Source: an optimization exercise on an open RTL-to-GDS flow (aim: small area, a short achievable clock period and few clock cycles per item). Production flows keep margins and buffers that such runs may drop.
No run shown here included a check of the RTL's function; only the layout flow was run.
Power and IR drop assume default switching activity.

===== flow/config.mk =====
export PLATFORM = sky130hd
export DESIGN_NAME = uac_rx
export DESIGN_NICKNAME = uac_rx
export VERILOG_FILES = /design/flow/design.v
export SDC_FILE = /design/flow/constraint.sdc
export NUM_CORES = 4
export LEC_CHECK = 0
export CAP_MARGIN = 20
export CORE_MARGIN = 2
export CORE_UTILIZATION = 40
export SLEW_MARGIN = 20

===== flow/constraint.sdc =====
create_clock -name core_clock -period 24.0 [get_ports {clk}]
set_input_delay 4.8000 -clock core_clock [delete_from_list [all_inputs] [get_ports {clk}]]
set_output_delay 4.8000 -clock core_clock [all_outputs]
set_load 0.01 [all_outputs]

===== flow/design.v =====
module uac_rx (
    input  wire        clk,
    input  wire        rst,           
    input  wire        in_valid,
    output wire        in_ready,
    input  wire [15:0] in_sample,     
    output reg         frame_done,
    output wire        det,
    output reg         ev_valid,
    output wire [11:0] ev_word
);
    localparam [1:0] EXPECT_ONE  = 2'd0;
    localparam [1:0] EXPECT_ZERO = 2'd1;
    localparam [1:0] LOCKED      = 2'd2;
    localparam [1:0] FAILED      = 2'd3;
    reg         rdy;
    reg  [15:3] xr;           
    reg         vr;           
    reg  [9:0]  idx;          
    reg         clr;          
    reg         rr;           
    assign in_ready = rdy;
    wire take = in_valid & rdy;
    reg  [22:0] s1, s2;
    reg  [1:0]  phase;
    reg         lk, lkn, lkd, lkdn;
    wire [11:0] xs = xr[15:4];
    wire fs1;
    wire fc2;
    assign fs1 = 1'b1 ^ xs[0] ^ ~s2[0];
    assign fc2 = (1'b1 & xs[0]) | (~s2[0] & (1'b1 ^ xs[0]));
    wire fs3;
    wire fc4;
    assign fs3 = 1'b0 ^ s1[0] ^ s2[1];
    assign fc4 = (1'b0 & s1[0]) | (s2[1] & (1'b0 ^ s1[0]));
    wire fs5;
    wire fc6;
    assign fs5 = xs[1] ^ (lk ? s1[2] : s1[3]) ^ (lkn ? s1[5] : s1[11]);
    assign fc6 = (xs[1] & (lk ? s1[2] : s1[3])) | ((lkn ? s1[5] : s1[11]) & (xs[1] ^ (lk ? s1[2] : s1[3])));
    wire fs7;
    wire fc8;
    assign fs7 = s1[1] ^ ~xs[2] ^ s2[2];
    assign fc8 = (s1[1] & ~xs[2]) | (s2[2] & (s1[1] ^ ~xs[2]));
    wire fs9;
    wire fc10;
    assign fs9 = (lk ? s1[3] : s1[4]) ^ (lkn ? s1[6] : s1[12]) ^ (lkd ? ~s1[7] : ~s1[11]);
    assign fc10 = ((lk ? s1[3] : s1[4]) & (lkn ? s1[6] : s1[12])) | ((lkd ? ~s1[7] : ~s1[11]) & ((lk ? s1[3] : s1[4]) ^ (lkn ? s1[6] : s1[12])));
    wire fs11;
    wire fc12;
    assign fs11 = s1[2] ^ ~xs[3] ^ s2[3];
    assign fc12 = (s1[2] & ~xs[3]) | (s2[3] & (s1[2] ^ ~xs[3]));
    wire fs13;
    wire fc14;
    assign fs13 = (lk ? s1[4] : s1[5]) ^ (lkn ? s1[7] : s1[13]) ^ (lkd ? ~s1[8] : ~s1[12]);
    assign fc14 = ((lk ? s1[4] : s1[5]) & (lkn ? s1[7] : s1[13])) | ((lkd ? ~s1[8] : ~s1[12]) & ((lk ? s1[4] : s1[5]) ^ (lkn ? s1[7] : s1[13])));
    wire fs15;
    wire fc16;
    assign fs15 = s1[3] ^ ~xs[4] ^ s2[4];
    assign fc16 = (s1[3] & ~xs[4]) | (s2[4] & (s1[3] ^ ~xs[4]));
    wire fs17;
    wire fc18;
    assign fs17 = (lk ? s1[5] : s1[6]) ^ (lkn ? s1[8] : s1[14]) ^ (lkd ? ~s1[9] : ~s1[13]);
    assign fc18 = ((lk ? s1[5] : s1[6]) & (lkn ? s1[8] : s1[14])) | ((lkd ? ~s1[9] : ~s1[13]) & ((lk ? s1[5] : s1[6]) ^ (lkn ? s1[8] : s1[14])));
    wire fs19;
    wire fc20;
    assign fs19 = s1[4] ^ ~xs[5] ^ s2[5];
    assign fc20 = (s1[4] & ~xs[5]) | (s2[5] & (s1[4] ^ ~xs[5]));
    wire fs21;
    wire fc22;
    assign fs21 = (lk ? s1[6] : s1[7]) ^ (lkn ? s1[9] : s1[15]) ^ (lkd ? ~s1[10] : ~s1[14]);
    assign fc22 = ((lk ? s1[6] : s1[7]) & (lkn ? s1[9] : s1[15])) | ((lkd ? ~s1[10] : ~s1[14]) & ((lk ? s1[6] : s1[7]) ^ (lkn ? s1[9] : s1[15])));
    wire fs23;
    wire fc24;
    assign fs23 = s1[5] ^ ~xs[6] ^ s2[6];
    assign fc24 = (s1[5] & ~xs[6]) | (s2[6] & (s1[5] ^ ~xs[6]));
    wire fs25;
    wire fc26;
    assign fs25 = (lk ? s1[7] : s1[8]) ^ (lkn ? s1[10] : s1[16]) ^ (lkd ? ~s1[11] : ~s1[15]);
    assign fc26 = ((lk ? s1[7] : s1[8]) & (lkn ? s1[10] : s1[16])) | ((lkd ? ~s1[11] : ~s1[15]) & ((lk ? s1[7] : s1[8]) ^ (lkn ? s1[10] : s1[16])));
    wire fs27;
    wire fc28;
    assign fs27 = s1[6] ^ ~xs[7] ^ s2[7];
    assign fc28 = (s1[6] & ~xs[7]) | (s2[7] & (s1[6] ^ ~xs[7]));
    wire fs29;
    wire fc30;
    assign fs29 = (lk ? s1[8] : s1[9]) ^ (lkn ? s1[11] : s1[17]) ^ (lkd ? ~s1[12] : ~s1[16]);
    assign fc30 = ((lk ? s1[8] : s1[9]) & (lkn ? s1[11] : s1[17])) | ((lkd ? ~s1[12] : ~s1[16]) & ((lk ? s1[8] : s1[9]) ^ (lkn ? s1[11] : s1[17])));
    wire fs31;
    wire fc32;
    assign fs31 = s1[7] ^ ~xs[8] ^ s2[8];
    assign fc32 = (s1[7] & ~xs[8]) | (s2[8] & (s1[7] ^ ~xs[8]));
    wire fs33;
    wire fc34;
    assign fs33 = (lk ? s1[9] : s1[10]) ^ (lkn ? s1[12] : s1[18]) ^ (lkd ? ~s1[13] : ~s1[17]);
    assign fc34 = ((lk ? s1[9] : s1[10]) & (lkn ? s1[12] : s1[18])) | ((lkd ? ~s1[13] : ~s1[17]) & ((lk ? s1[9] : s1[10]) ^ (lkn ? s1[12] : s1[18])));
    wire fs35;
    wire fc36;
    assign fs35 = lkn ^ s1[8] ^ s2[9];
    assign fc36 = (lkn & s1[8]) | (s2[9] & (lkn ^ s1[8]));
    wire fs37;
    wire fc38;
    assign fs37 = xs[9] ^ (lk ? s1[10] : s1[11]) ^ (lkn ? s1[13] : s1[19]);
    assign fc38 = (xs[9] & (lk ? s1[10] : s1[11])) | ((lkn ? s1[13] : s1[19]) & (xs[9] ^ (lk ? s1[10] : s1[11])));
    wire hs39;
    wire hc40;
    assign hs39 = (lkd ? ~s1[14] : ~s1[18]) ^ (lkdn ? ~s1[21] : ~s1[15]);
    assign hc40 = (lkd ? ~s1[14] : ~s1[18]) & (lkdn ? ~s1[21] : ~s1[15]);
    wire fs41;
    wire fc42;
    assign fs41 = 1'b0 ^ s1[9] ^ s2[10];
    assign fc42 = (1'b0 & s1[9]) | (s2[10] & (1'b0 ^ s1[9]));
    wire fs43;
    wire fc44;
    assign fs43 = xs[10] ^ (lk ? s1[11] : s1[12]) ^ (lkn ? s1[14] : s1[20]);
    assign fc44 = (xs[10] & (lk ? s1[11] : s1[12])) | ((lkn ? s1[14] : s1[20]) & (xs[10] ^ (lk ? s1[11] : s1[12])));
    wire hs45;
    wire hc46;
    assign hs45 = (lkd ? ~s1[15] : ~s1[19]) ^ (lkdn ? s1[22] : ~s1[16]);
    assign hc46 = (lkd ? ~s1[15] : ~s1[19]) & (lkdn ? s1[22] : ~s1[16]);
    wire fs47;
    wire fc48;
    assign fs47 = s1[10] ^ xs[11] ^ s2[11];
    assign fc48 = (s1[10] & xs[11]) | (s2[11] & (s1[10] ^ xs[11]));
    wire fs49;
    wire fc50;
    assign fs49 = (lk ? s1[12] : s1[13]) ^ (lkn ? s1[15] : s1[21]) ^ (lkd ? ~s1[16] : ~s1[20]);
    assign fc50 = ((lk ? s1[12] : s1[13]) & (lkn ? s1[15] : s1[21])) | ((lkd ? ~s1[16] : ~s1[20]) & ((lk ? s1[12] : s1[13]) ^ (lkn ? s1[15] : s1[21])));
    wire fs51;
    wire fc52;
    assign fs51 = lk ^ s1[11] ^ s2[12];
    assign fc52 = (lk & s1[11]) | (s2[12] & (lk ^ s1[11]));
    wire hs53;
    wire hc54;
    assign hs53 = (lk ? s1[13] : s1[14]) ^ (lkn ? s1[16] : ~s1[22]);
    assign hc54 = (lk ? s1[13] : s1[14]) & (lkn ? s1[16] : ~s1[22]);
    wire fs55;
    wire fc56;
    assign fs55 = lkn ^ s1[12] ^ s2[13];
    assign fc56 = (lkn & s1[12]) | (s2[13] & (lkn ^ s1[12]));
    wire hs57;
    wire hc58;
    assign hs57 = (lk ? s1[14] : s1[15]) ^ (lkn & s1[17]);
    assign hc58 = (lk ? s1[14] : s1[15]) & (lkn & s1[17]);
    wire fs59;
    wire fc60;
    assign fs59 = 1'b0 ^ s1[13] ^ s2[14];
    assign fc60 = (1'b0 & s1[13]) | (s2[14] & (1'b0 ^ s1[13]));
    wire hs61;
    wire hc62;
    assign hs61 = (lk ? s1[15] : s1[16]) ^ (lkn & s1[18]);
    assign hc62 = (lk ? s1[15] : s1[16]) & (lkn & s1[18]);
    wire fs63;
    wire fc64;
    assign fs63 = 1'b0 ^ s1[14] ^ s2[15];
    assign fc64 = (1'b0 & s1[14]) | (s2[15] & (1'b0 ^ s1[14]));
    wire hs65;
    wire hc66;
    assign hs65 = (lk ? s1[16] : s1[17]) ^ (lkn & s1[19]);
    assign hc66 = (lk ? s1[16] : s1[17]) & (lkn & s1[19]);
    wire fs67;
    wire fc68;
    assign fs67 = lk ^ s1[15] ^ s2[16];
    assign fc68 = (lk & s1[15]) | (s2[16] & (lk ^ s1[15]));
    wire hs69;
    wire hc70;
    assign hs69 = (lk ? s1[17] : s1[18]) ^ (lkn & s1[20]);
    assign hc70 = (lk ? s1[17] : s1[18]) & (lkn & s1[20]);
    wire fs71;
    wire fc72;
    assign fs71 = lk ^ s1[16] ^ s2[17];
    assign fc72 = (lk & s1[16]) | (s2[17] & (lk ^ s1[16]));
    wire hs73;
    wire hc74;
    assign hs73 = lkn ^ (~lkn & s1[1]);
    assign hc74 = lkn & (~lkn & s1[1]);
    wire hs75;
    wire hc76;
    assign hs75 = (~lkn & s1[2]) ^ (~lkd & ~s1[1]);
    assign hc76 = (~lkn & s1[2]) & (~lkd & ~s1[1]);
    wire hs77;
    wire hc78;
    assign hs77 = (~lkn & s1[3]) ^ (~lkd & ~s1[2]);
    assign hc78 = (~lkn & s1[3]) & (~lkd & ~s1[2]);
    wire fs79;
    wire fc80;
    assign fs79 = lk ^ (~lkn & s1[4]) ^ (~lkd & ~s1[3]);
    assign fc80 = (lk & (~lkn & s1[4])) | ((~lkd & ~s1[3]) & (lk ^ (~lkn & s1[4])));
    wire fs81;
    wire fc82;
    assign fs81 = lk ^ (~lkn & s1[5]) ^ (lkd ? ~s1[0] : ~s1[4]);
    assign fc82 = (lk & (~lkn & s1[5])) | ((lkd ? ~s1[0] : ~s1[4]) & (lk ^ (~lkn & s1[5])));
    wire hs83;
    wire hc84;
    assign hs83 = (lkn ? s1[0] : s1[6]) ^ (lkd ? ~s1[1] : ~s1[5]);
    assign hc84 = (lkn ? s1[0] : s1[6]) & (lkd ? ~s1[1] : ~s1[5]);
    wire hs85;
    wire hc86;
    assign hs85 = (lkn ? s1[1] : s1[7]) ^ (lkd ? ~s1[2] : ~s1[6]);
    assign hc86 = (lkn ? s1[1] : s1[7]) & (lkd ? ~s1[2] : ~s1[6]);
    wire fs87;
    wire fc88;
    assign fs87 = (~lk & s1[0]) ^ (lkn ? s1[2] : s1[8]) ^ (lkd ? ~s1[3] : ~s1[7]);
    assign fc88 = ((~lk & s1[0]) & (lkn ? s1[2] : s1[8])) | ((lkd ? ~s1[3] : ~s1[7]) & ((~lk & s1[0]) ^ (lkn ? s1[2] : s1[8])));
    wire fs89;
    wire fc90;
    assign fs89 = (lk ? s1[0] : s1[1]) ^ (lkn ? s1[3] : s1[9]) ^ (lkd ? ~s1[4] : ~s1[8]);
    assign fc90 = ((lk ? s1[0] : s1[1]) & (lkn ? s1[3] : s1[9])) | ((lkd ? ~s1[4] : ~s1[8]) & ((lk ? s1[0] : s1[1]) ^ (lkn ? s1[3] : s1[9])));
    wire fs91;
    wire fc92;
    assign fs91 = fs1 ^ (lk ? s1[1] : s1[2]) ^ (lkn ? s1[4] : s1[10]);
    assign fc92 = (fs1 & (lk ? s1[1] : s1[2])) | ((lkn ? s1[4] : s1[10]) & (fs1 ^ (lk ? s1[1] : s1[2])));
    wire hs93;
    wire hc94;
    assign hs93 = (lkd ? ~s1[5] : ~s1[9]) ^ (lkdn ? ~s1[12] : ~s1[6]);
    assign hc94 = (lkd ? ~s1[5] : ~s1[9]) & (lkdn ? ~s1[12] : ~s1[6]);
    wire fs95;
    wire fc96;
    assign fs95 = fc2 ^ (lkd ? ~s1[6] : ~s1[10]) ^ (lkdn ? ~s1[13] : ~s1[7]);
    assign fc96 = (fc2 & (lkd ? ~s1[6] : ~s1[10])) | ((lkdn ? ~s1[13] : ~s1[7]) & (fc2 ^ (lkd ? ~s1[6] : ~s1[10])));
    wire fs97;
    wire fc98;
    assign fs97 = ~fs3 ^ (lk & ~s1[14]) ^ fs5;
    assign fc98 = (~fs3 & (lk & ~s1[14])) | (fs5 & (~fs3 ^ (lk & ~s1[14])));
    wire fs99;
    wire fc100;
    assign fs99 = fc4 ^ fs7 ^ (lkdn ? s1[14] : s1[8]);
    assign fc100 = (fc4 & fs7) | ((lkdn ? s1[14] : s1[8]) & (fc4 ^ fs7));
    wire fs101;
    wire fc102;
    assign fs101 = (lk & ~s1[15]) ^ fc6 ^ fs9;
    assign fc102 = ((lk & ~s1[15]) & fc6) | (fs9 & ((lk & ~s1[15]) ^ fc6));
    wire fs103;
    wire fc104;
    assign fs103 = fc8 ^ fs11 ^ (lkdn ? s1[15] : s1[9]);
    assign fc104 = (fc8 & fs11) | ((lkdn ? s1[15] : s1[9]) & (fc8 ^ fs11));
    wire fs105;
    wire fc106;
    assign fs105 = (lk & ~s1[16]) ^ fc10 ^ fs13;
    assign fc106 = ((lk & ~s1[16]) & fc10) | (fs13 & ((lk & ~s1[16]) ^ fc10));
    wire fs107;
    wire fc108;
    assign fs107 = fc12 ^ fs15 ^ (lkdn ? s1[16] : s1[10]);
    assign fc108 = (fc12 & fs15) | ((lkdn ? s1[16] : s1[10]) & (fc12 ^ fs15));
    wire fs109;
    wire fc110;
    assign fs109 = (lk & ~s1[17]) ^ fc14 ^ fs17;
    assign fc110 = ((lk & ~s1[17]) & fc14) | (fs17 & ((lk & ~s1[17]) ^ fc14));
    wire fs111;
    wire fc112;
    assign fs111 = fc16 ^ fs19 ^ (lkdn ? s1[17] : s1[11]);
    assign fc112 = (fc16 & fs19) | ((lkdn ? s1[17] : s1[11]) & (fc16 ^ fs19));
    wire fs113;
    wire fc114;
    assign fs113 = (lk & ~s1[18]) ^ fc18 ^ fs21;
    assign fc114 = ((lk & ~s1[18]) & fc18) | (fs21 & ((lk & ~s1[18]) ^ fc18));
    wire fs115;
    wire fc116;
    assign fs115 = fc20 ^ fs23 ^ (lkdn ? s1[18] : s1[12]);
    assign fc116 = (fc20 & fs23) | ((lkdn ? s1[18] : s1[12]) & (fc20 ^ fs23));
    wire fs117;
    wire fc118;
    assign fs117 = (lk & ~s1[19]) ^ fc22 ^ fs25;
    assign fc118 = ((lk & ~s1[19]) & fc22) | (fs25 & ((lk & ~s1[19]) ^ fc22));
    wire fs119;
    wire fc120;
    assign fs119 = fc24 ^ fs27 ^ (lkdn ? s1[19] : s1[13]);
    assign fc120 = (fc24 & fs27) | ((lkdn ? s1[19] : s1[13]) & (fc24 ^ fs27));
    wire fs121;
    wire fc122;
    assign fs121 = (lk & ~s1[20]) ^ fc26 ^ fs29;
    assign fc122 = ((lk & ~s1[20]) & fc26) | (fs29 & ((lk & ~s1[20]) ^ fc26));
    wire fs123;
    wire fc124;
    assign fs123 = fc28 ^ fs31 ^ (lkdn ? s1[20] : s1[14]);
    assign fc124 = (fc28 & fs31) | ((lkdn ? s1[20] : s1[14]) & (fc28 ^ fs31));
    wire fs125;
    wire fc126;
    assign fs125 = (lk & ~s1[21]) ^ fc30 ^ fs33;
    assign fc126 = ((lk & ~s1[21]) & fc30) | (fs33 & ((lk & ~s1[21]) ^ fc30));
    wire fs127;
    wire fc128;
    assign fs127 = fc32 ^ fs35 ^ (~lk | ~s1[22]);
    assign fc128 = (fc32 & fs35) | ((~lk | ~s1[22]) & (fc32 ^ fs35));
    wire fs129;
    wire fc130;
    assign fs129 = hs39 ^ fc34 ^ fs37;
    assign fc130 = (hs39 & fc34) | (fs37 & (hs39 ^ fc34));
    wire fs131;
    wire fc132;
    assign fs131 = fc36 ^ fs41 ^ ~hs45;
    assign fc132 = (fc36 & fs41) | (~hs45 & (fc36 ^ fs41));
    wire fs133;
    wire fc134;
    assign fs133 = hc40 ^ fc38 ^ fs43;
    assign fc134 = (hc40 & fc38) | (fs43 & (hc40 ^ fc38));
    wire fs135;
    wire fc136;
    assign fs135 = fc42 ^ fs47 ^ (lkdn | s1[17]);
    assign fc136 = (fc42 & fs47) | ((lkdn | s1[17]) & (fc42 ^ fs47));
    wire fs137;
    wire fc138;
    assign fs137 = hc46 ^ fc44 ^ fs49;
    assign fc138 = (hc46 & fc44) | (fs49 & (hc46 ^ fc44));
    wire fs139;
    wire fc140;
    assign fs139 = fc48 ^ fs51 ^ (lkd ? s1[17] : s1[21]);
    assign fc140 = (fc48 & fs51) | ((lkd ? s1[17] : s1[21]) & (fc48 ^ fs51));
    wire fs141;
    wire fc142;
    assign fs141 = (~lkdn & ~s1[18]) ^ hs53 ^ fc50;
    assign fc142 = ((~lkdn & ~s1[18]) & hs53) | (fc50 & ((~lkdn & ~s1[18]) ^ hs53));
    wire fs143;
    wire fc144;
    assign fs143 = fc52 ^ fs55 ^ (lkd ? s1[18] : ~s1[22]);
    assign fc144 = (fc52 & fs55) | ((lkd ? s1[18] : ~s1[22]) & (fc52 ^ fs55));
    wire fs145;
    wire fc146;
    assign fs145 = (~lkdn & ~s1[19]) ^ hs57 ^ hc54;
    assign fc146 = ((~lkdn & ~s1[19]) & hs57) | (hc54 & ((~lkdn & ~s1[19]) ^ hs57));
    wire fs147;
    wire fc148;
    assign fs147 = fc56 ^ fs59 ^ (~lkd | s1[19]);
    assign fc148 = (fc56 & fs59) | ((~lkd | s1[19]) & (fc56 ^ fs59));
    wire fs149;
    wire fc150;
    assign fs149 = (~lkdn & ~s1[20]) ^ hs61 ^ hc58;
    assign fc150 = ((~lkdn & ~s1[20]) & hs61) | (hc58 & ((~lkdn & ~s1[20]) ^ hs61));
    wire fs151;
    wire fc152;
    assign fs151 = fc60 ^ fs63 ^ (~lkd | s1[20]);
    assign fc152 = (fc60 & fs63) | ((~lkd | s1[20]) & (fc60 ^ fs63));
    wire fs153;
    wire fc154;
    assign fs153 = (~lkdn & ~s1[21]) ^ hs65 ^ hc62;
    assign fc154 = ((~lkdn & ~s1[21]) & hs65) | (hc62 & ((~lkdn & ~s1[21]) ^ hs65));
    wire fs155;
    wire fc156;
    assign fs155 = fc64 ^ fs67 ^ (~lkd | s1[21]);
    assign fc156 = (fc64 & fs67) | ((~lkd | s1[21]) & (fc64 ^ fs67));
    wire fs157;
    wire fc158;
    assign fs157 = (~lkdn & s1[22]) ^ hs69 ^ hc66;
    assign fc158 = ((~lkdn & s1[22]) & hs69) | (hc66 & ((~lkdn & s1[22]) ^ hs69));
    wire fs159;
    wire fc160;
    assign fs159 = fc68 ^ fs71 ^ (lk ? ~s1[18] : ~s1[19]);
    assign fc160 = (fc68 & fs71) | ((lk ? ~s1[18] : ~s1[19]) & (fc68 ^ fs71));
    wire fs161;
    wire fc162;
    assign fs161 = (lkn & s1[21]) ^ (lkd & s1[22]) ^ hc70;
    assign fc162 = ((lkn & s1[21]) & (lkd & s1[22])) | (hc70 & ((lkn & s1[21]) ^ (lkd & s1[22])));
    wire fs163;
    wire fc164;
    assign fs163 = lkn ^ s1[17] ^ s2[18];
    assign fc164 = (lkn & s1[17]) | (s2[18] & (lkn ^ s1[17]));
    wire fs165;
    wire fc166;
    assign fs165 = fc72 ^ (lk ? ~s1[19] : ~s1[20]) ^ (~lkn | s1[22]);
    assign fc166 = (fc72 & (lk ? ~s1[19] : ~s1[20])) | ((~lkn | s1[22]) & (fc72 ^ (lk ? ~s1[19] : ~s1[20])));
    wire fs167;
    wire fc168;
    assign fs167 = 1'b0 ^ s1[18] ^ s2[19];
    assign fc168 = (1'b0 & s1[18]) | (s2[19] & (1'b0 ^ s1[18]));
    wire hs169;
    wire hc170;
    assign hs169 = lkn ^ s1[19];
    assign hc170 = lkn | s1[19];
    wire hs171;
    wire hc172;
    assign hs171 = lk ^ s1[20];
    assign hc172 = lk | s1[20];
    wire hs173;
    wire hc174;
    assign hs173 = (~lkd & ~s1[0]) ^ (lkdn & ~s1[3]);
    assign hc174 = (~lkd & ~s1[0]) & (lkdn & ~s1[3]);
    wire fs175;
    wire fc176;
    assign fs175 = (lkdn & ~s1[4]) ^ (lk & ~s1[5]) ^ hs75;
    assign fc176 = ((lkdn & ~s1[4]) & (lk & ~s1[5])) | (hs75 & ((lkdn & ~s1[4]) ^ (lk & ~s1[5])));
    wire fs177;
    wire fc178;
    assign fs177 = (lkdn & ~s1[5]) ^ (lk & ~s1[6]) ^ hs77;
    assign fc178 = ((lkdn & ~s1[5]) & (lk & ~s1[6])) | (hs77 & ((lkdn & ~s1[5]) ^ (lk & ~s1[6])));
    wire fs179;
    wire fc180;
    assign fs179 = (lkdn ? ~s1[6] : ~s1[0]) ^ (lk & ~s1[7]) ^ hc78;
    assign fc180 = ((lkdn ? ~s1[6] : ~s1[0]) & (lk & ~s1[7])) | (hc78 & ((lkdn ? ~s1[6] : ~s1[0]) ^ (lk & ~s1[7])));
    wire fs181;
    wire fc182;
    assign fs181 = (lkdn ? ~s1[7] : ~s1[1]) ^ (lk & ~s1[8]) ^ fc80;
    assign fc182 = ((lkdn ? ~s1[7] : ~s1[1]) & (lk & ~s1[8])) | (fc80 & ((lkdn ? ~s1[7] : ~s1[1]) ^ (lk & ~s1[8])));
    wire fs183;
    wire fc184;
    assign fs183 = (lkdn ? ~s1[8] : ~s1[2]) ^ (lk & ~s1[9]) ^ hs83;
    assign fc184 = ((lkdn ? ~s1[8] : ~s1[2]) & (lk & ~s1[9])) | (hs83 & ((lkdn ? ~s1[8] : ~s1[2]) ^ (lk & ~s1[9])));
    wire fs185;
    wire fc186;
    assign fs185 = (lkdn ? ~s1[9] : ~s1[3]) ^ (lk & ~s1[10]) ^ hs85;
    assign fc186 = ((lkdn ? ~s1[9] : ~s1[3]) & (lk & ~s1[10])) | (hs85 & ((lkdn ? ~s1[9] : ~s1[3]) ^ (lk & ~s1[10])));
    wire fs187;
    wire fc188;
    assign fs187 = (lkdn ? ~s1[10] : ~s1[4]) ^ (lk & ~s1[11]) ^ hc86;
    assign fc188 = ((lkdn ? ~s1[10] : ~s1[4]) & (lk & ~s1[11])) | (hc86 & ((lkdn ? ~s1[10] : ~s1[4]) ^ (lk & ~s1[11])));
    wire fs189;
    wire fc190;
    assign fs189 = (lkdn ? ~s1[11] : ~s1[5]) ^ (lk & ~s1[12]) ^ fc88;
    assign fc190 = ((lkdn ? ~s1[11] : ~s1[5]) & (lk & ~s1[12])) | (fc88 & ((lkdn ? ~s1[11] : ~s1[5]) ^ (lk & ~s1[12])));
    wire fs191;
    wire fc192;
    assign fs191 = (lk & ~s1[13]) ^ hs93 ^ fc90;
    assign fc192 = ((lk & ~s1[13]) & hs93) | (fc90 & ((lk & ~s1[13]) ^ hs93));
    wire fs193;
    wire fc194;
    assign fs193 = hc94 ^ fc92 ^ fs95;
    assign fc194 = (hc94 & fc92) | (fs95 & (hc94 ^ fc92));
    wire fs195;
    wire fc196;
    assign fs195 = fc96 ^ ~fs99 ^ fc98;
    assign fc196 = (fc96 & ~fs99) | (fc98 & (fc96 ^ ~fs99));
    wire fs197;
    wire fc198;
    assign fs197 = fc100 ^ fs103 ^ ~fc102;
    assign fc198 = (fc100 & fs103) | (~fc102 & (fc100 ^ fs103));
    wire fs199;
    wire fc200;
    assign fs199 = fc104 ^ fs107 ^ ~fc106;
    assign fc200 = (fc104 & fs107) | (~fc106 & (fc104 ^ fs107));
    wire fs201;
    wire fc202;
    assign fs201 = fc108 ^ fs111 ^ ~fc110;
    assign fc202 = (fc108 & fs111) | (~fc110 & (fc108 ^ fs111));
    wire fs203;
    wire fc204;
    assign fs203 = fc112 ^ fs115 ^ ~fc114;
    assign fc204 = (fc112 & fs115) | (~fc114 & (fc112 ^ fs115));
    wire fs205;
    wire fc206;
    assign fs205 = fc116 ^ fs119 ^ ~fc118;
    assign fc206 = (fc116 & fs119) | (~fc118 & (fc116 ^ fs119));
    wire fs207;
    wire fc208;
    assign fs207 = fc120 ^ fs123 ^ ~fc122;
    assign fc208 = (fc120 & fs123) | (~fc122 & (fc120 ^ fs123));
    wire fs209;
    wire fc210;
    assign fs209 = fc124 ^ fs127 ^ ~fc126;
    assign fc210 = (fc124 & fs127) | (~fc126 & (fc124 ^ fs127));
    wire fs211;
    wire fc212;
    assign fs211 = fc128 ^ fs131 ^ ~fc130;
    assign fc212 = (fc128 & fs131) | (~fc130 & (fc128 ^ fs131));
    wire fs213;
    wire fc214;
    assign fs213 = fs135 ^ fc132 ^ ~fc134;
    assign fc214 = (fs135 & fc132) | (~fc134 & (fs135 ^ fc132));
    wire fs215;
    wire fc216;
    assign fs215 = fc136 ^ fs139 ^ ~fs141;
    assign fc216 = (fc136 & fs139) | (~fs141 & (fc136 ^ fs139));
    wire fs217;
    wire fc218;
    assign fs217 = fc140 ^ fs143 ^ ~fs145;
    assign fc218 = (fc140 & fs143) | (~fs145 & (fc140 ^ fs143));
    wire fs219;
    wire fc220;
    assign fs219 = fc144 ^ fs147 ^ ~fc146;
    assign fc220 = (fc144 & fs147) | (~fc146 & (fc144 ^ fs147));
    wire fs221;
    wire fc222;
    assign fs221 = fc148 ^ fs151 ^ ~fc150;
    assign fc222 = (fc148 & fs151) | (~fc150 & (fc148 ^ fs151));
    wire fs223;
    wire fc224;
    assign fs223 = fc152 ^ fs155 ^ ~fc154;
    assign fc224 = (fc152 & fs155) | (~fc154 & (fc152 ^ fs155));
    wire fs225;
    wire fc226;
    assign fs225 = fc156 ^ fs159 ^ ~fc158;
    assign fc226 = (fc156 & fs159) | (~fc158 & (fc156 ^ fs159));
    wire fs227;
    wire fc228;
    assign fs227 = fs163 ^ fc160 ^ fs165;
    assign fc228 = (fs163 & fc160) | (fs165 & (fs163 ^ fc160));
    wire fs229;
    wire fc230;
    assign fs229 = fc164 ^ fs167 ^ (lk ? ~s1[20] : ~s1[21]);
    assign fc230 = (fc164 & fs167) | ((lk ? ~s1[20] : ~s1[21]) & (fc164 ^ fs167));
    wire fs231;
    wire fc232;
    assign fs231 = s2[20] ^ ~hs169 ^ fc168;
    assign fc232 = (s2[20] & ~hs169) | (fc168 & (s2[20] ^ ~hs169));
    wire fs233;
    wire fc234;
    assign fs233 = s2[21] ^ ~hs171 ^ hc170;
    assign fc234 = (s2[21] & ~hs171) | (hc170 & (s2[21] ^ ~hs171));
    wire hs235;
    wire hc236;
    assign hs235 = ~s1[21] ^ s2[22];
    assign hc236 = ~s1[21] & s2[22];
    wire hs237;
    wire hc238;
    assign hs237 = lkn ^ (lkdn & ~s1[0]);
    assign hc238 = lkn & (lkdn & ~s1[0]);
    wire hs239;
    wire hc240;
    assign hs239 = (lkdn & ~s1[1]) ^ (lk & ~s1[2]);
    assign hc240 = (lkdn & ~s1[1]) & (lk & ~s1[2]);
    wire fs241;
    wire fc242;
    assign fs241 = (~lkn & s1[0]) ^ (lkdn & ~s1[2]) ^ (lk & ~s1[3]);
    assign fc242 = ((~lkn & s1[0]) & (lkdn & ~s1[2])) | ((lk & ~s1[3]) & ((~lkn & s1[0]) ^ (lkdn & ~s1[2])));
    wire fs243;
    wire fc244;
    assign fs243 = (lk & ~s1[4]) ^ hs173 ^ hs73;
    assign fc244 = ((lk & ~s1[4]) & hs173) | (hs73 & ((lk & ~s1[4]) ^ hs173));
    wire fs245;
    wire fc246;
    assign fs245 = hc74 ^ hc174 ^ fs175;
    assign fc246 = (hc74 & hc174) | (fs175 & (hc74 ^ hc174));
    wire fs247;
    wire fc248;
    assign fs247 = hc76 ^ fc176 ^ fs177;
    assign fc248 = (hc76 & fc176) | (fs177 & (hc76 ^ fc176));
    wire fs249;
    wire fc250;
    assign fs249 = fs79 ^ fc178 ^ fs179;
    assign fc250 = (fs79 & fc178) | (fs179 & (fs79 ^ fc178));
    wire fs251;
    wire fc252;
    assign fs251 = fs81 ^ fc180 ^ fs181;
    assign fc252 = (fs81 & fc180) | (fs181 & (fs81 ^ fc180));
    wire fs253;
    wire fc254;
    assign fs253 = fc82 ^ fs183 ^ fc182;
    assign fc254 = (fc82 & fs183) | (fc182 & (fc82 ^ fs183));
    wire fs255;
    wire fc256;
    assign fs255 = hc84 ^ fc184 ^ fs185;
    assign fc256 = (hc84 & fc184) | (fs185 & (hc84 ^ fc184));
    wire fs257;
    wire fc258;
    assign fs257 = fs87 ^ fc186 ^ fs187;
    assign fc258 = (fs87 & fc186) | (fs187 & (fs87 ^ fc186));
    wire fs259;
    wire fc260;
    assign fs259 = fs89 ^ fc188 ^ fs189;
    assign fc260 = (fs89 & fc188) | (fs189 & (fs89 ^ fc188));
    wire fs261;
    wire fc262;
    assign fs261 = fs91 ^ fc190 ^ fs191;
    assign fc262 = (fs91 & fc190) | (fs191 & (fs91 ^ fc190));
    wire fs263;
    wire fc264;
    assign fs263 = fc192 ^ fs193 ^ fs97;
    assign fc264 = (fc192 & fs193) | (fs97 & (fc192 ^ fs193));
    wire fs265;
    wire fc266;
    assign fs265 = fc194 ^ fs101 ^ fs195;
    assign fc266 = (fc194 & fs101) | (fs195 & (fc194 ^ fs101));
    wire fs267;
    wire fc268;
    assign fs267 = fs105 ^ fc196 ^ ~fs197;
    assign fc268 = (fs105 & fc196) | (~fs197 & (fs105 ^ fc196));
    wire fs269;
    wire fc270;
    assign fs269 = ~fs109 ^ fc198 ^ fs199;
    assign fc270 = (~fs109 & fc198) | (fs199 & (~fs109 ^ fc198));
    wire fs271;
    wire fc272;
    assign fs271 = ~fs113 ^ fc200 ^ fs201;
    assign fc272 = (~fs113 & fc200) | (fs201 & (~fs113 ^ fc200));
    wire fs273;
    wire fc274;
    assign fs273 = ~fs117 ^ fc202 ^ fs203;
    assign fc274 = (~fs117 & fc202) | (fs203 & (~fs117 ^ fc202));
    wire fs275;
    wire fc276;
    assign fs275 = ~fs121 ^ fc204 ^ fs205;
    assign fc276 = (~fs121 & fc204) | (fs205 & (~fs121 ^ fc204));
    wire fs277;
    wire fc278;
    assign fs277 = ~fs125 ^ fc206 ^ fs207;
    assign fc278 = (~fs125 & fc206) | (fs207 & (~fs125 ^ fc206));
    wire fs279;
    wire fc280;
    assign fs279 = ~fs129 ^ fc208 ^ fs209;
    assign fc280 = (~fs129 & fc208) | (fs209 & (~fs129 ^ fc208));
    wire fs281;
    wire fc282;
    assign fs281 = ~fs133 ^ fc210 ^ fs211;
    assign fc282 = (~fs133 & fc210) | (fs211 & (~fs133 ^ fc210));
    wire fs283;
    wire fc284;
    assign fs283 = ~fs137 ^ fc212 ^ fs213;
    assign fc284 = (~fs137 & fc212) | (fs213 & (~fs137 ^ fc212));
    wire fs285;
    wire fc286;
    assign fs285 = ~fc138 ^ fc214 ^ fs215;
    assign fc286 = (~fc138 & fc214) | (fs215 & (~fc138 ^ fc214));
    wire fs287;
    wire fc288;
    assign fs287 = ~fc142 ^ fs217 ^ fc216;
    assign fc288 = (~fc142 & fs217) | (fc216 & (~fc142 ^ fs217));
    wire fs289;
    wire fc290;
    assign fs289 = ~fs149 ^ fs219 ^ fc218;
    assign fc290 = (~fs149 & fs219) | (fc218 & (~fs149 ^ fs219));
    wire fs291;
    wire fc292;
    assign fs291 = ~fs153 ^ fc220 ^ fs221;
    assign fc292 = (~fs153 & fc220) | (fs221 & (~fs153 ^ fc220));
    wire fs293;
    wire fc294;
    assign fs293 = ~fs157 ^ fc222 ^ fs223;
    assign fc294 = (~fs157 & fc222) | (fs223 & (~fs157 ^ fc222));
    wire fs295;
    wire fc296;
    assign fs295 = ~fs161 ^ fc224 ^ fs225;
    assign fc296 = (~fs161 & fc224) | (fs225 & (~fs161 ^ fc224));
    wire fs297;
    wire fc298;
    assign fs297 = ~fc162 ^ fs227 ^ fc226;
    assign fc298 = (~fc162 & fs227) | (fc226 & (~fc162 ^ fs227));
    wire fs299;
    wire fc300;
    assign fs299 = fc166 ^ fs229 ^ fc228;
    assign fc300 = (fc166 & fs229) | (fc228 & (fc166 ^ fs229));
    wire fs301;
    wire fc302;
    assign fs301 = (lk ? ~s1[21] : s1[22]) ^ fs231 ^ fc230;
    assign fc302 = ((lk ? ~s1[21] : s1[22]) & fs231) | (fc230 & ((lk ? ~s1[21] : s1[22]) ^ fs231));
    wire fs303;
    wire fc304;
    assign fs303 = fs233 ^ (~lk | s1[22]) ^ fc232;
    assign fc304 = (fs233 & (~lk | s1[22])) | (fc232 & (fs233 ^ (~lk | s1[22])));
    wire fs305;
    wire fc306;
    assign fs305 = ~hs235 ^ hc172 ^ fc234;
    assign fc306 = (~hs235 & hc172) | (fc234 & (~hs235 ^ hc172));
    wire [36:0] dp_a = {~fs305, ~fs303, ~fs301, ~fs299, ~fs297, ~fs295, ~fs293, ~fs291, ~fs289, ~fs287, ~fs285, ~fs283, ~fs281, ~fs279, ~fs277, ~fs275, ~fs273, ~fs271, ~fs269, fs267, fs265, fs263, fs261, fs259, fs257, fs255, fs253, fs251, fs249, fs247, fs245, fs243, fs241, hs239, hs237, (lk & ~s1[0]), 1'b0};
    wire [36:0] dp_b = {~fc304, ~fc302, ~fc300, ~fc298, ~fc296, ~fc294, ~fc292, ~fc290, ~fc288, ~fc286, ~fc284, ~fc282, ~fc280, ~fc278, ~fc276, ~fc274, ~fc272, ~fc270, fc268, fc266, fc264, fc262, fc260, fc258, fc256, fc254, fc252, fc250, fc248, fc246, fc244, fc242, hc240, hc238, (lk & ~s1[1]), lk, 1'b0};
    wire [36:0] dp_sum = dp_a + dp_b;
    wire [22:0] s_new = dp_sum[36:14];
    reg         pw;           
    reg         ps;           
    reg  [13:0] acc;
    wire hi1  = ~((&s1[22:10]) | ~(|s1[22:10]));
    wire hi2  = ~((&s2[22:10]) | ~(|s2[22:10]));
    wire big  = hi1 | hi2;
    wire lo1  = (&s1[22:7]) | ~(|s1[22:7]);
    wire lo2  = (&s2[22:7]) | ~(|s2[22:7]);
    wire tiny = lo1 & lo2;
    wire        sb  = idx[0];
    wire [3:0]  j   = idx[4:1];
    wire        bj  = sb ? s2[j] : s1[j];
    wire [13:0] op  = ~bj ? 14'd0 : sb ? {xr[15], xr[15:3]} : {{3{s1[10]}}, s1[10:0]};
    wire        sub = sb ^ (j == 4'd10);
    wire [13:0] an  = acc + (op ^ {14{sub}}) + {13'd0, sub};
    wire        fin = (pw & ~ps & (big | tiny)) | (ps & (j == 4'd11));
    wire        det_v = big | (~tiny & ~acc[13] & (|acc[12:5]));    
    reg  [4:0]  win;
    reg  [2:0]  frame_cnt;
    reg         transfer_active;
    reg  [7:0]  pending;
    reg  [2:0]  bits_in_byte;
    reg  [1:0]  ev_kind;      
    reg         nz;           
    assign det     = win[0];
    assign ev_word = {2'b00, ev_kind, pending};
    wire [4:0]  win_n = {win[3:0], det_v};
    wire [2:0]  vsum  = win_n[0] + win_n[1] + win_n[2] + win_n[3] + win_n[4];
    wire        bit_v = (vsum > 3'd2);
    reg  [1:0]  phase1;
    reg         sync_lost;
    wire [7:0]  pend_n = {pending[6:0], bit_v};
    wire [2:0]  bib_n  = bits_in_byte + 3'd1;
    wire        tx_end = (bib_n == 3'd0) & ~nz & ~bit_v;    
    always @* begin
        phase1    = phase;
        sync_lost = 1'b0;
        if (phase != LOCKED) begin
            if (phase == EXPECT_ONE && vsum == 3'd5)
                phase1 = EXPECT_ZERO;
            else if (phase == EXPECT_ZERO && vsum == 3'd0)
                phase1 = EXPECT_ONE;
            else if (phase != FAILED) begin
                phase1    = FAILED;
                sync_lost = 1'b1;
            end
        end
    end
    reg  [1:0]  phase2;
    always @* begin
        phase2 = phase;
        if (transfer_active && frame_cnt == 3'd4) begin
            phase2 = phase1;
            if (bib_n == 3'd0) begin
                if (tx_end)
                    phase2 = EXPECT_ONE;
                else if (phase1 == EXPECT_ONE)
                    phase2 = LOCKED;
            end
        end
    end
    wire last = vr ? (idx == 10'd1022) : (&idx);
    always @(posedge clk) begin
        if (rdy)
            xr <= in_sample[15:3];
        else if (ps)
            xr <= xr;
        else if (pw)
            xr <= s_new[12:0];
        else
            xr <= 13'd0;
        clr  <= rst | fin;
        ev_kind <= tx_end ? 2'd3 : sync_lost ? 2'd2 : 2'd1;
        rr   <= rst;
        lkd  <= (phase == LOCKED);
        lkdn <= (phase != LOCKED);
        frame_done <= 1'b0;
        ev_valid   <= 1'b0;
        vr         <= take & ~rst;
        if (rst) begin
            rdy   <= 1'b1;
            idx   <= 10'd0;
            pw    <= 1'b0;
            ps    <= 1'b0;
            phase <= EXPECT_ONE;
        end else begin
            if (vr | ps)
                idx <= idx + 10'd1;
            if (in_valid & last)
                rdy <= 1'b0;
            if (vr & (&idx))
                pw <= 1'b1;
            if (pw & ~ps & ~(big | tiny))
                ps <= 1'b1;
            if (fin) begin
                pw    <= 1'b0;
                ps    <= 1'b0;
                idx   <= 10'd0;
                rdy   <= 1'b1;
                phase <= phase2;
                frame_done <= 1'b1;
                if (transfer_active && frame_cnt == 3'd4 &&
                    (sync_lost || tx_end || (bib_n == 3'd0 && phase1 == LOCKED)))
                    ev_valid <= 1'b1;
            end
        end
        if (clr) begin
            s1  <= 23'd0;
            s2  <= 23'd0;
            acc <= 13'd0;
        end else begin
            if (vr) begin
                s2 <= s1;
                s1 <= s_new;
            end
            if (ps)
                acc <= sb ? {an[13], an[13:1]} : an;
        end
        if (rr) begin
            win             <= 5'd0;
            frame_cnt       <= 3'd0;
            transfer_active <= 1'b0;
            lk              <= 1'b0;
            lkn             <= 1'b1;
            pending         <= 8'd0;
            nz              <= 1'b0;
            bits_in_byte    <= 3'd0;
        end else if (fin) begin
            win <= win_n;
            lk  <= (phase2 == LOCKED);
            lkn <= (phase2 != LOCKED);
            if (!transfer_active) begin
                if (det_v) begin
                    transfer_active <= 1'b1;
                    frame_cnt       <= 3'd1;
                end
            end else if (frame_cnt != 3'd4) begin
                frame_cnt <= frame_cnt + 3'd1;
            end else begin
                frame_cnt    <= 3'd0;
                pending      <= sync_lost ? 8'd0 : pend_n;
                nz           <= (bib_n != 3'd0) & (nz | bit_v);
                bits_in_byte <= bib_n;
                if (tx_end) begin
                    transfer_active <= 1'b0;
                    bits_in_byte    <= 3'd0;
                end
            end
        end
    end
endmodule

===== flow/flow/run.sh =====
#!/bin/bash
# The standard layout, with the port buffers made from buf_4 cells instead of
# the default buffer choice (a slow delay buffer), and timing repair asked to
# leave 18.4 ns of setup slack (the constraints are unchanged).
set -euo pipefail
export BUFFER_PORTS_ARGS="-buffer_cell sky130_fd_sc_hd__buf_4"
export SETUP_SLACK_MARGIN=18.4
bash standard.sh > standard.log 2>&1

===== flow/standard.sh =====
#!/bin/bash
# synth_recipe.tcl (not shown) runs the flow's synth.tcl, then flattens the netlist and writes it again
# the make line also repeats each setting of config.mk as NAME=value (left out here)
make -C /OpenROAD-flow-scripts/flow DESIGN_CONFIG=/design/flow/config.mk WORK_HOME=/design/flow/orfs CLKGATE_MAP_FILE= SYNTH_SCRIPT=/design/flow/synth_recipe.tcl "${@:-finish}"

==> results of run 1 <==
path summary, 6_finish.rpt:
path / to / slack [ns] / depth (start not counted)
setup / recovery: det / 18.30 / 1
setup reg to reg: s1[22] / 18.49 / 19
hold reg to reg: pending[7] / 0.46 / 2
hold / removal: pending[7] / 0.46 / 2
report_power, final:
group	switching [mW]	internal [mW]
Sequential	0.0480	0.217
Clock	0.108	0.144
Combinational	0.865	0.622
routing by layer:
layer | vias to the layer above | share of wire (%) | track usage [%]
met2 | 273 | 48 | 37.3
met1 | 4880 | 45 | 29.5
met4 | 0 | 2.7 | 7.49
met3 | 58 | 5.0 | 3.52
met5 | - | 0 | 0
li1 | 4674 | - | -
metrics by stage:
| step | std cells | hold slack, ns |
|---|---|---|
| floorplan | 1400 | 0.429 |
| global placement | 1757 | 0.444 |
| detailed placement | 1757 | 0.451 |
| CTS | 1798 | 0.462 |
| global route | 1801 | 0.490 |
| finish | 1801 | 0.457 |
repair_timing:
item / 4_1_cts / 5_1_grt
resized for setup: 46 / 19
pin swaps: 0 / 0
buffers inserted: 9 / 3
endpoints found under the hold margin: 0 / 0
endpoints found under the setup margin: 29 / 24
state kept, by name, summed over array words and instances (netlist names), 2 cells and up:
register,cells
frame_cnt,3
phase,2
s2,23
idx,10
win,4
xr,13
s1,23
bits_in_byte,3
ev_kind,2
acc,14
pending,8
cell type report:
cell class | instances | area [um^2] | share of cell area [%]
clock buffer | 20 | 437 | 3.20
multi-input combinational | 1003 | 8770 | 64.4
tap | 396 | 495 | 3.64
inverter | 196 | 747 | 5.48
timing repair buffer | 55 | 499 | 3.66
clock inverter | 12 | 119 | 0.872
sequential | 119 | 2560 | 18.8
Yosys cell counts (4+ instances only):
| library cell | n |
|---|---|
| o21ai_0 | 53 |
| nand2b_1 | 16 |
| o21a_1 | 11 |
| a211oi_1 | 13 |
| o22ai_1 | 6 |
| a21oi_1 | 57 |
| a21o_1 | 14 |
| nor4_1 | 14 |
| or3_1 | 6 |
| xor2_1 | 15 |
| or2_2 | 11 |
| o211ai_1 | 7 |
| mux2_2 | 19 |
| o31ai_1 | 8 |
| edfxtp_1 | 13 |
| ha_1 | 83 |
| mux2i_1 | 81 |
| nand3_1 | 22 |
| nor2_1 | 118 |
| mux4_1 | 7 |
| buf_1 | 4 |
| inv_1 | 193 |
| dfxtp_1 | 106 |
| a211o_1 | 4 |
| nand2_1 | 118 |
| and4_1 | 5 |
| a311oi_1 | 5 |
| a21boi_0 | 5 |
| nand4_1 | 13 |
| a221o_1 | 4 |
| nand3b_1 | 5 |
| and3_1 | 11 |
| o311ai_0 | 5 |
| nor3_1 | 25 |
| nor2b_1 | 16 |
| clkbuf_1 | 70 |
| a22o_1 | 10 |
| fa_1 | 130 |
| xnor2_1 | 30 |
| buf_2 | 4 |
| and2_1 | 9 |
| a31oi_1 | 8 |
cells in the final DEF, fill, tap and decap left out, types with 36 or more instances in the layout:
master	n
a21oi_1	57
buf_4	36
dfxtp_1	75
fa_1	130
ha_1	83
inv_1	190
mux2i_1	81
nand2_1	118
nor2_1	118
o21ai_0	53
cell families (layout without fill, tap and decap cells):
group | Yosys count | in the layout | share of synthesized area (%)
multiplexers | 108 | 108 | 10.0
other | 1 | 3 | 0.0305
AO/OA/AOI/OAI | 235 | 235 | 12.7
AND/OR/NAND/NOR | 399 | 399 | 15.3
XOR/XNOR | 45 | 45 | 3.20
flip-flops | 119 | 119 | 20.4
adder cells (fa/ha/maj) | 213 | 213 | 29.6
buffers and inverters | 278 | 283 | 8.68
==> run notes, run 1 <==
Placed Area - 12,800 um^2
CTS tree - built
Worst path required time - 19.20 ns
Crit Path Max Fanout - 2
Crit-path cells - buf_6
CTS HTree Levels - 4
Leak - 5.74 nW
CTS sink count - 119
Final core occ - 44.8%
Port buffer count - 29
Vias in the first global route - 9,925
Ys async rst share - 0%
Area grow syn2layout - 10.8%
Max-slew violations - 0
Post-Syn Area per Cell - 8.80 um^2
Clock slew at reported path FFs - 0.06 ns
Fin crit share - 23.8%
RSZ-0062 raised after global routing - yes
Worst Setup End Kind - primary output
Critical Path Source - win[0]
Die X - 179 um
Dpl ws - 17.95 ns
Initial antenna violation count - 0
Maximum VDD drop - 0.000136 V
Remaining Overflow, GRT - 0
Layout cells sized above 1 - 11.7%
DRT iter0 DRCs - 705
Worst hold path type - reg2reg
Maximum clock rate - 0.175 GHz
Hold Buf Count CTS - 0
Routed WL - 34.4 mm
Total core area - 30,400 um^2
Die Y - 179 um
Vias - 9,885
Worst Tran Pin Value - 0.852 ns
Finished Cell Area - 13,600 um^2
Synth Register Bits - 119
Sequential element share of the synthesized area - 20.4%
HPWL Detailed - 24.2 mm
Synth area leaders - fa_1, dfxtp_1, ha_1
First-pass GRT wire length - 55.1 mm
Total power - 2.00 mW
Total Nets Final - 1,624
Worst skew pair latency - 0.45 ns
Relative slew slack - 43.1%
Synth unique cells - 72
Hold Vio Cnt, Final - 0
CP Class - reg2out
CP Buf/Inv Count - 1
Fillers - 2,959
Die ar. - 32,200 um^2
CTS Root Cell - clkbuf_16
Setup Viol. Count Final - 0
Wire per inst - 19.1 um
CP max-delay cell - dfxtp_4
Critical path data arrival time - 0.90 ns
Setup_tns - 0 ns
Netlist Area Pre-Place - 12,300 um^2
PD cells - 147 nW/um^2
I/O pin total - 35
Synth Flop Type - dfxtp_1
Reg2Reg Launch Point - lk
Outcome - no timing/DRC/antenna violations
RD Place Congestion - 0.879
Largest area contributor in the netlist - fa_1
Tot GR Track Use - 22.3%
# DRC - 0
EDFF count, synth - 13
CP top delay family - flip-flops
Share of the synthesized area in the top cell type - 21.2%
Starting Density - 40.4%
Via density - 5.49
Startpoint types - flop
Row cnt - 64
Clk buf depth - 2
Largest stage delay on the critical path - 0.36 ns
PnR worst setup slack - 18.30 ns
TritonRoute pass-1 iters - 7
N_diodes - 0
Final Critical Period - 5.70 ns
CTS Buf Count - 17
Max cap viols - 0
Min-delay src - pending[7]
Clock Skew - 0.0291 ns
Synthesized instance count - 1,398
Antenna viol nets, final - 0
Pin count of the biggest net entering global routing - 67
Synth warn - 1
==> inputs of run 2 (changes only) <==
==> flow/flow/run.sh (replaced) <==
#!/bin/bash
# The standard layout, with the port buffers made from buf_2 cells instead of
# the default buffer choice (a slow delay buffer), and timing repair asked to
# leave 18.3 ns of setup slack (the constraints are unchanged).
set -euo pipefail
export BUFFER_PORTS_ARGS="-buffer_cell sky130_fd_sc_hd__buf_2"
export SETUP_SLACK_MARGIN=18.3
bash standard.sh > standard.log 2>&1
--- a/flow/config.mk
+++ b/flow/config.mk
@@ -7,5 +7,7 @@
 export LEC_CHECK = 0
 export CAP_MARGIN = 20
 export CORE_MARGIN = 2
-export CORE_UTILIZATION = 40
+export CORE_UTILIZATION = 60
+export CTS_BUF_LIST = sky130_fd_sc_hd__clkbuf_8
+export CTS_CLUSTER_SIZE = 30
 export SLEW_MARGIN = 20
==> run notes, run 2 <==
RD Place Congestion - 0.881 (was 0.879)
Antenna viol nets, final - 0 (unchanged)
Die Y - 147 um (was 179 um)
Most frequent cells after synthesis - inv_1, fa_1, nand2_1, nor2_1, dfxtp_1 (unchanged)
Leak - 5.69 nW (was 5.74 nW)
Maximum VDD drop - 0.000148 V (was 0.000136 V)
PD cells - 146 nW/um^2 (was 147 nW/um^2)
Total core area - 20,200 um^2 (was 30,400 um^2)
Crit Path Max Fanout - 2 (unchanged)
CP Class - reg2out (unchanged)
Die ar. - 21,700 um^2 (was 32,200 um^2)
Fin crit share - 23.9% (was 23.8%)
HPWL Detailed - 23.3 mm (was 24.2 mm)
Layout cells sized above 1 - 11.4% (was 11.7%)
CTS HTree Levels - 4 (unchanged)
Sequential cell area - 2550 um^2 (was 2560 um^2)
Max-slew violations - 0 (unchanged)
RSZ-0062 raised after global routing - yes (unchanged)
Worst hold path type - reg2reg (unchanged)
Sequential element share of the synthesized area - 20.4% (unchanged)
Most common cell after layout, fill and taps aside - inv_1 (unchanged)
CTS Buf Count - 17 (unchanged)
Wire per inst - 19.5 um (was 19.1 um)
Setup_tns - 0 ns (unchanged)
Top-count cell post-synth - inv_1 (unchanged)
Remaining Overflow, GRT - 0 (unchanged)
Die X - 147 um (was 179 um)
Synth Register Bits - 119 (unchanged)
Largest area contributor in the netlist - fa_1 (unchanged)
Final core occ - 65.7% (was 44.8%)
Starting Density - 61.0% (was 40.4%)
CTS Root Cell - clkbuf_8 (was clkbuf_16)
Maximum clock rate - 0.174 GHz (was 0.175 GHz)
Placed Area - 12,600 um^2 (was 12,800 um^2)
Hold Vio Cnt, Final - 0 (unchanged)
CP Buf/Inv Count - 1 (unchanged)
Port buffer count - 29 (unchanged)
Largest stage delay on the critical path - 0.35 ns (was 0.36 ns)
Final Critical Period - 5.74 ns (was 5.70 ns)
Clock slew at reported path FFs - 0.09 ns (was 0.06 ns)
Share of the synthesized area in the top cell type - 21.2% (unchanged)
Netlist Area Pre-Place - 12,300 um^2 (unchanged)
Most frequent cells in the layout - inv_1, fa_1, nor2_1, nand2_1, ha_1 (unchanged)
I/O pin total - 35 (unchanged)
Row cnt - 52 (was 64)
Ys async rst share - 0% (unchanged)
TritonRoute pass-1 iters - 8 (was 7)
Outcome - no timing/DRC/antenna violations (unchanged)
Post-Syn Area per Cell - 8.80 um^2 (unchanged)
Worst path required time - 19.20 ns (about the same)
Clk buf depth - 2 (unchanged)
DRT iter0 DRCs - 556 (was 705)
Initial antenna violation count - 0 (unchanged)
Total power - 1.93 mW (was 2.00 mW)
Setup Viol. Count Final - 0 (unchanged)
Via density - 5.94 (was 5.49)
CTS tree - built (unchanged)
WL met3 - 1.91 mm (was 1.70 mm)
Synth area leaders - fa_1, dfxtp_1, ha_1 (unchanged)
Vias in the first global route - 9,832 (was 9,925)
Worst skew pair latency - 0.48 ns (was 0.45 ns)
Clock Skew - 0.0315 ns (was 0.0291 ns)
Critical path data arrival time - 0.94 ns (was 0.90 ns)
Tot GR Track Use - 31.3% (was 22.3%)
Max cap viols - 0 (unchanged)
Met2 wire len - 15.5 mm (was 16.4 mm)
Routed met1 length - 14.1 mm (was 15.4 mm)
CP top delay family - flip-flops (unchanged)
Top routing layer used - met4 (unchanged)
Worst Setup End Kind - primary output (unchanged)
Fillers - 1,742 (was 2,959)
Finished Cell Area - 13,300 um^2 (was 13,600 um^2)
EDFF count, synth - 13 (unchanged)
Synthesized instance count - 1,398 (unchanged)
Startpoint types - flop (unchanged)
Vias - 9,961 (was 9,885)
CTS sink count - 119 (unchanged)
Biggest registers after layout - s1 (23), s2 (23), acc (14) (unchanged)
Relative slew slack - 41.3% (was 43.1%)
N_diodes - 0 (unchanged)
CP max-delay cell - dfxtp_4 (unchanged)
Area grow syn2layout - 7.77% (was 10.8%)
Worst Tran Pin Value - 0.874 ns (was 0.852 ns)
Pin count of the biggest net entering global routing - 53 (was 67)
Crit-path cells - buf_6 (unchanged)
# DRC - 0 (unchanged)
Synth unique cells - 72 (unchanged)
Synth Flop Type - dfxtp_1 (unchanged)
Total Nets Final - 1,626 (was 1,624)
Synth warn - 1 (unchanged)
Routed WL - 32.7 mm (was 34.4 mm)
First-pass GRT wire length - 52.7 mm (was 55.1 mm)
Area occupied by multi-input gates - 8760 um^2 (was 8770 um^2)
[run 2: changes by cell type in the layout (fill, tap and decap cells not counted), moves of 5 or more]
cell,before,now
inv_8,0,5
dfxtp_1,75,82
buf_4,36,24
clkbuf_16,17,0
clkbuf_8,1,18
buf_2,0,18
dfxtp_2,28,22
[run 2: logic make-up after synthesis]
group                    share of synthesized area, %
AO/OA/AOI/OAI                                    12.7
XOR/XNOR                                         3.20
adder cells (fa/ha/maj)                          29.6
buffers and inverters                            8.68
flip-flops                                       20.4
multiplexers                                     10.0
other                                          0.0305
AND/OR/NAND/NOR                                  15.3
[run 2: what timing repair did]
action | 4_1_cts | 5_1_grt
resized for setup | 30 | 26
hold buffers | 0 | 0
setup buffers | 6 | 6
setup endpoints to repair | 27 | 26
[run 2: path summary, 6_finish.rpt]
| check | startpoint | end | slack, ns | cells past startpoint |
|---|---|---|---|---|
| setup / recovery | win[0] | det | 18.26 | 1 |
| hold / removal | pending[7] | pending[7] | 0.47 | 2 |
| setup reg to reg | s1[19] | s1[22] | 18.47 | 16 |
| hold reg to reg | pending[7] | pending[7] | 0.47 | 2 |
[run 2: cell type report]
cell class              count  share of cell area (%)
well taps                 270                    2.55
flip-flops and latches    119                    19.2
clock inverters            15                    1.34
inverters                 196                    5.59
repair buffers             57                    3.43
clock buffers              17                    1.77
multi-input cells        1003                    66.1
[run 2: report_power, final]
part	leakage [nW]	internal, mW	switching (mW)
Clock	0.203	0.0884	0.109
Combinational	4.48	0.615	0.855
Sequential	1.01	0.217	0.0451
Total	5.69	0.920	1.01
[run 2: routing by layer]
layer	vias to the layer above	global-route usage [%]
li1	4676	-
met1	4854	41.7
met2	358	50.7
met3	73	5.00
met4	0	13.5
met5	-	0
[run 2: stage by stage]
stage,hold WS [ns],instances,setup slack [ns]
floorplan,0.429,1400,18.45
finish,0.469,1677,18.26
detailed placement,0.449,1633,17.90
CTS,0.469,1671,18.24
global route,0.486,1677,18.22
global placement,0.438,1633,17.98
==> inputs of run 3 (changes only) <==
--- a/flow/config.mk
+++ b/flow/config.mk
@@ -7,7 +7,7 @@
 export LEC_CHECK = 0
 export CAP_MARGIN = 20
 export CORE_MARGIN = 2
-export CORE_UTILIZATION = 60
+export CORE_UTILIZATION = 40
 export CTS_BUF_LIST = sky130_fd_sc_hd__clkbuf_8
 export CTS_CLUSTER_SIZE = 30
 export SLEW_MARGIN = 20
==> run notes, run 3 <==
Outcome - no timing/DRC/antenna violations (unchanged)
EDFF count, synth - 13 (unchanged)
Clock Skew - 0.0328 ns (was 0.0315 ns)
CTS HTree Levels - 4 (unchanged)
CP top delay family - flip-flops (unchanged)
Via density - 5.47 (was 5.94)
Fin crit share - 23.9% (about the same)
PD cells - 145 nW/um^2 (was 146 nW/um^2)
RD Place Congestion - 0.873 (was 0.881)
N_diodes - 0 (unchanged)
Relative slew slack - 43.8% (was 41.3%)
CTS sink count - 119 (unchanged)
Placed Area - 12,700 um^2 (was 12,600 um^2)
Pin count of the biggest net entering global routing - 52 (was 53)
Placed Cells - 1,757 (was 1,633)
Critical path data arrival time - 0.93 ns (was 0.94 ns)
Largest stage delay on the critical path - 0.36 ns (was 0.35 ns)
Routed WL - 34.1 mm (was 32.7 mm)
Biggest registers after layout - s1 (23), s2 (23), acc (14) (unchanged)
Vias - 9,869 (was 9,961)
Finished Cell Area - 13,400 um^2 (was 13,300 um^2)
Worst Tran Pin Value - 0.835 ns (was 0.874 ns)
Top-count cell post-synth - inv_1 (unchanged)
Wire per inst - 18.9 um (was 19.5 um)
Final Critical Period - 5.73 ns (was 5.74 ns)
Share of the synthesized area in the top cell type - 21.2% (unchanged)
Tot GR Track Use - 22.1% (was 31.3%)
Worst path required time - 19.20 ns (about the same)
Clock slew at reported path FFs - 0.08 ns (was 0.09 ns)
Final core occ - 44.2% (was 65.7%)
Max cap viols - 0 (unchanged)
Remaining Overflow, GRT - 0 (unchanged)
Synth Flop Type - dfxtp_1 (unchanged)
Vias in the first global route - 10,000 (was 9,832)
I/O pin total - 35 (unchanged)
Crit-path cells - buf_6 (unchanged)
R2R Setup Slk - 18.45 ns (was 18.47 ns)
Worst Setup End Kind - primary output (unchanged)
Synth Register Bits - 119 (unchanged)
R2R Path End - s1[22] (unchanged)
Worst skew pair latency - 0.47 ns (was 0.48 ns)
Synth unique cells - 72 (unchanged)
Starting Density - 40.4% (was 61.0%)
Hold Buf Count CTS - 0 (unchanged)
Layout cells sized above 1 - 11.4% (unchanged)
Clk buf depth - 2 (unchanged)
Maximum clock rate - 0.174 GHz (about the same)
Total Nets Final - 1,626 (unchanged)
Startpoint types - flop (unchanged)
Dpl ws - 17.98 ns (was 17.90 ns)
Initial antenna violation count - 0 (unchanged)
Total power - 1.95 mW (was 1.93 mW)
Reg2Reg Launch Point - lkd (was s1[19])
First-pass GRT wire length - 54.7 mm (was 52.7 mm)
Setup_tns - 0 ns (unchanged)
Maximum VDD drop - 0.000121 V (was 0.000148 V)
Netlist Area Pre-Place - 12,300 um^2 (unchanged)
CP Class - reg2out (unchanged)
Die Y - 179 um (was 147 um)
Critical Path Source - win[0] (unchanged)
Setup Viol. Count Final - 0 (unchanged)
CTS tree - built (unchanged)
Most frequent cells in the layout - inv_1, fa_1, nor2_1, nand2_1, ha_1 (unchanged)
Die ar. - 32,200 um^2 (was 21,700 um^2)
Die X - 179 um (was 147 um)
Port buffer count - 29 (unchanged)
DRT iter0 DRCs - 703 (was 556)
# DRC - 0 (unchanged)
WHS - 0.477 ns (was 0.469 ns)
Crit Path Max Fanout - 2 (unchanged)
Sequential element share of the synthesized area - 20.4% (unchanged)
WHS Path Cells - 2 (unchanged)
Antenna viol nets, final - 0 (unchanged)
Synth warn - 1 (unchanged)
CTS Buf Count - 17 (unchanged)
Reg2reg path depth - 17 (was 16)
Most frequent cells after synthesis - inv_1, fa_1, nand2_1, nor2_1, dfxtp_1 (unchanged)
CTS Root Cell - clkbuf_8 (unchanged)
Post-Syn Area per Cell - 8.80 um^2 (unchanged)
RSZ-0062 raised after global routing - yes (unchanged)
Area grow syn2layout - 9.28% (was 7.77%)
Worst hold path type - reg2reg (unchanged)
Ys async rst share - 0% (unchanged)
Non-filler instance count after layout - 1,803 (was 1,677)
Min-delay src - frame_cnt[1] (was pending[7])
Cell depth of the worst setup path - 1 (unchanged)
Most common cell after layout, fill and taps aside - inv_1 (unchanged)
PnR worst setup slack - 18.27 ns (was 18.26 ns)
CP max-delay cell - dfxtp_4 (unchanged)
Worst Setup EP - det (unchanged)
Max-slew violations - 0 (unchanged)
Total core area - 30,400 um^2 (was 20,200 um^2)
Synth area leaders - fa_1, dfxtp_1, ha_1 (unchanged)
Row cnt - 64 (was 52)
HPWL Detailed - 24.2 mm (was 23.3 mm)
Hold Vio Cnt, Final - 0 (unchanged)
Largest area contributor in the netlist - fa_1 (unchanged)
Synthesized instance count - 1,398 (unchanged)
Leak - 5.70 nW (was 5.69 nW)
TritonRoute pass-1 iters - 5 (was 8)
CP Buf/Inv Count - 1 (unchanged)
## run 3: worst min path at each step
stage	endpoint	slack, ns
2_1_floorplan	lkdn	0.43
3_5_place_dp	pending[7]	0.44
6_report	frame_cnt[1]	0.48
5_1_grt	bits_in_byte[1]	0.51
4_1_cts	frame_cnt[1]	0.48
3_3_place_gp	pending[7]	0.44
## run 3: metal layers
metal / vias to the layer above / track usage, % / wire, um
met4: 0 / 7.19 / 864
met1: 4918 / 29.7 / 15300
li1: 4660 / - / -
met3: 51 / 3.23 / 1590
met5: - / 0 / 0
met2: 240 / 36.7 / 16300
## run 3: kinds of logic after synthesis
family	synth area share, %
compound gates	12.7
xor+xnor	3.20
fa+ha+maj	29.6
buf+inv	8.68
flops	20.4
mux	10.0
other cells	0.0305
simple gates	15.3
## run 3: final cells by class
type,instances,area (um^2)
Multi-Input combinational cell,1003,8770
Inverter,196,739
Sequential cell,119,2550
Clock inverter,15,190
Fill cell,3027,17000
Timing Repair Buffer,57,463
Tap cell,396,495
Clock buffer,17,234
## run 3: tightest hold or removal path, cell delays in order (launching register included)
cell	delay, ns
dfxtp_1	0.33
nand2_1	0.06
a21oi_1	0.05
## run 3: what timing repair did
action                     4_1_cts  5_1_grt
gates resized for setup         32       26
setup endpoints to repair       25       24
buffers inserted                11        3
## run 3: report_power, final
group          leakage [nW]  switching, mW  internal [mW]
sequential             1.01         0.0479          0.217
clock                 0.212          0.101          0.105
combinational          4.48          0.866          0.610

port drivers added, routing unchanged:
Ports are ideal in the flow. The routed layouts listed here were re-timed in OpenROAD.
Step 1 assumes that a clkbuf_16 drives the clock port and a buf_2 every other input.
Step 2 adds t to the input delays and takes it off the output delays; t is the mean of the earliest and latest rising clock arrival at the registers after step 1. Input paths then give back, and output paths get back, about the clock's delay inside the block.
Slacks: ideal / step 1 / step 2; pairs: ideal / step 1.
run	t, ns	setup slack, ns	worst setup path after step 2	slew at the worst register clock pin (ns)	worst slew at a driven data input, ns
run 1	0.482	18.297 / 18.247 / 18.293	input to register	0.08 / 0.08	0.04
run 2	0.512	18.264 / 18.220 / 18.271	input to register	0.12 / 0.12	0.04
run 3	0.504	18.265 / 18.216 / 18.289	input to register	0.11 / 0.11	0.04
After both steps setup and hold are still met in every run listed. For run 1, which loses most, drivers alone change the setup slack by -0.050 ns; drivers and shift together by -0.004 ns.
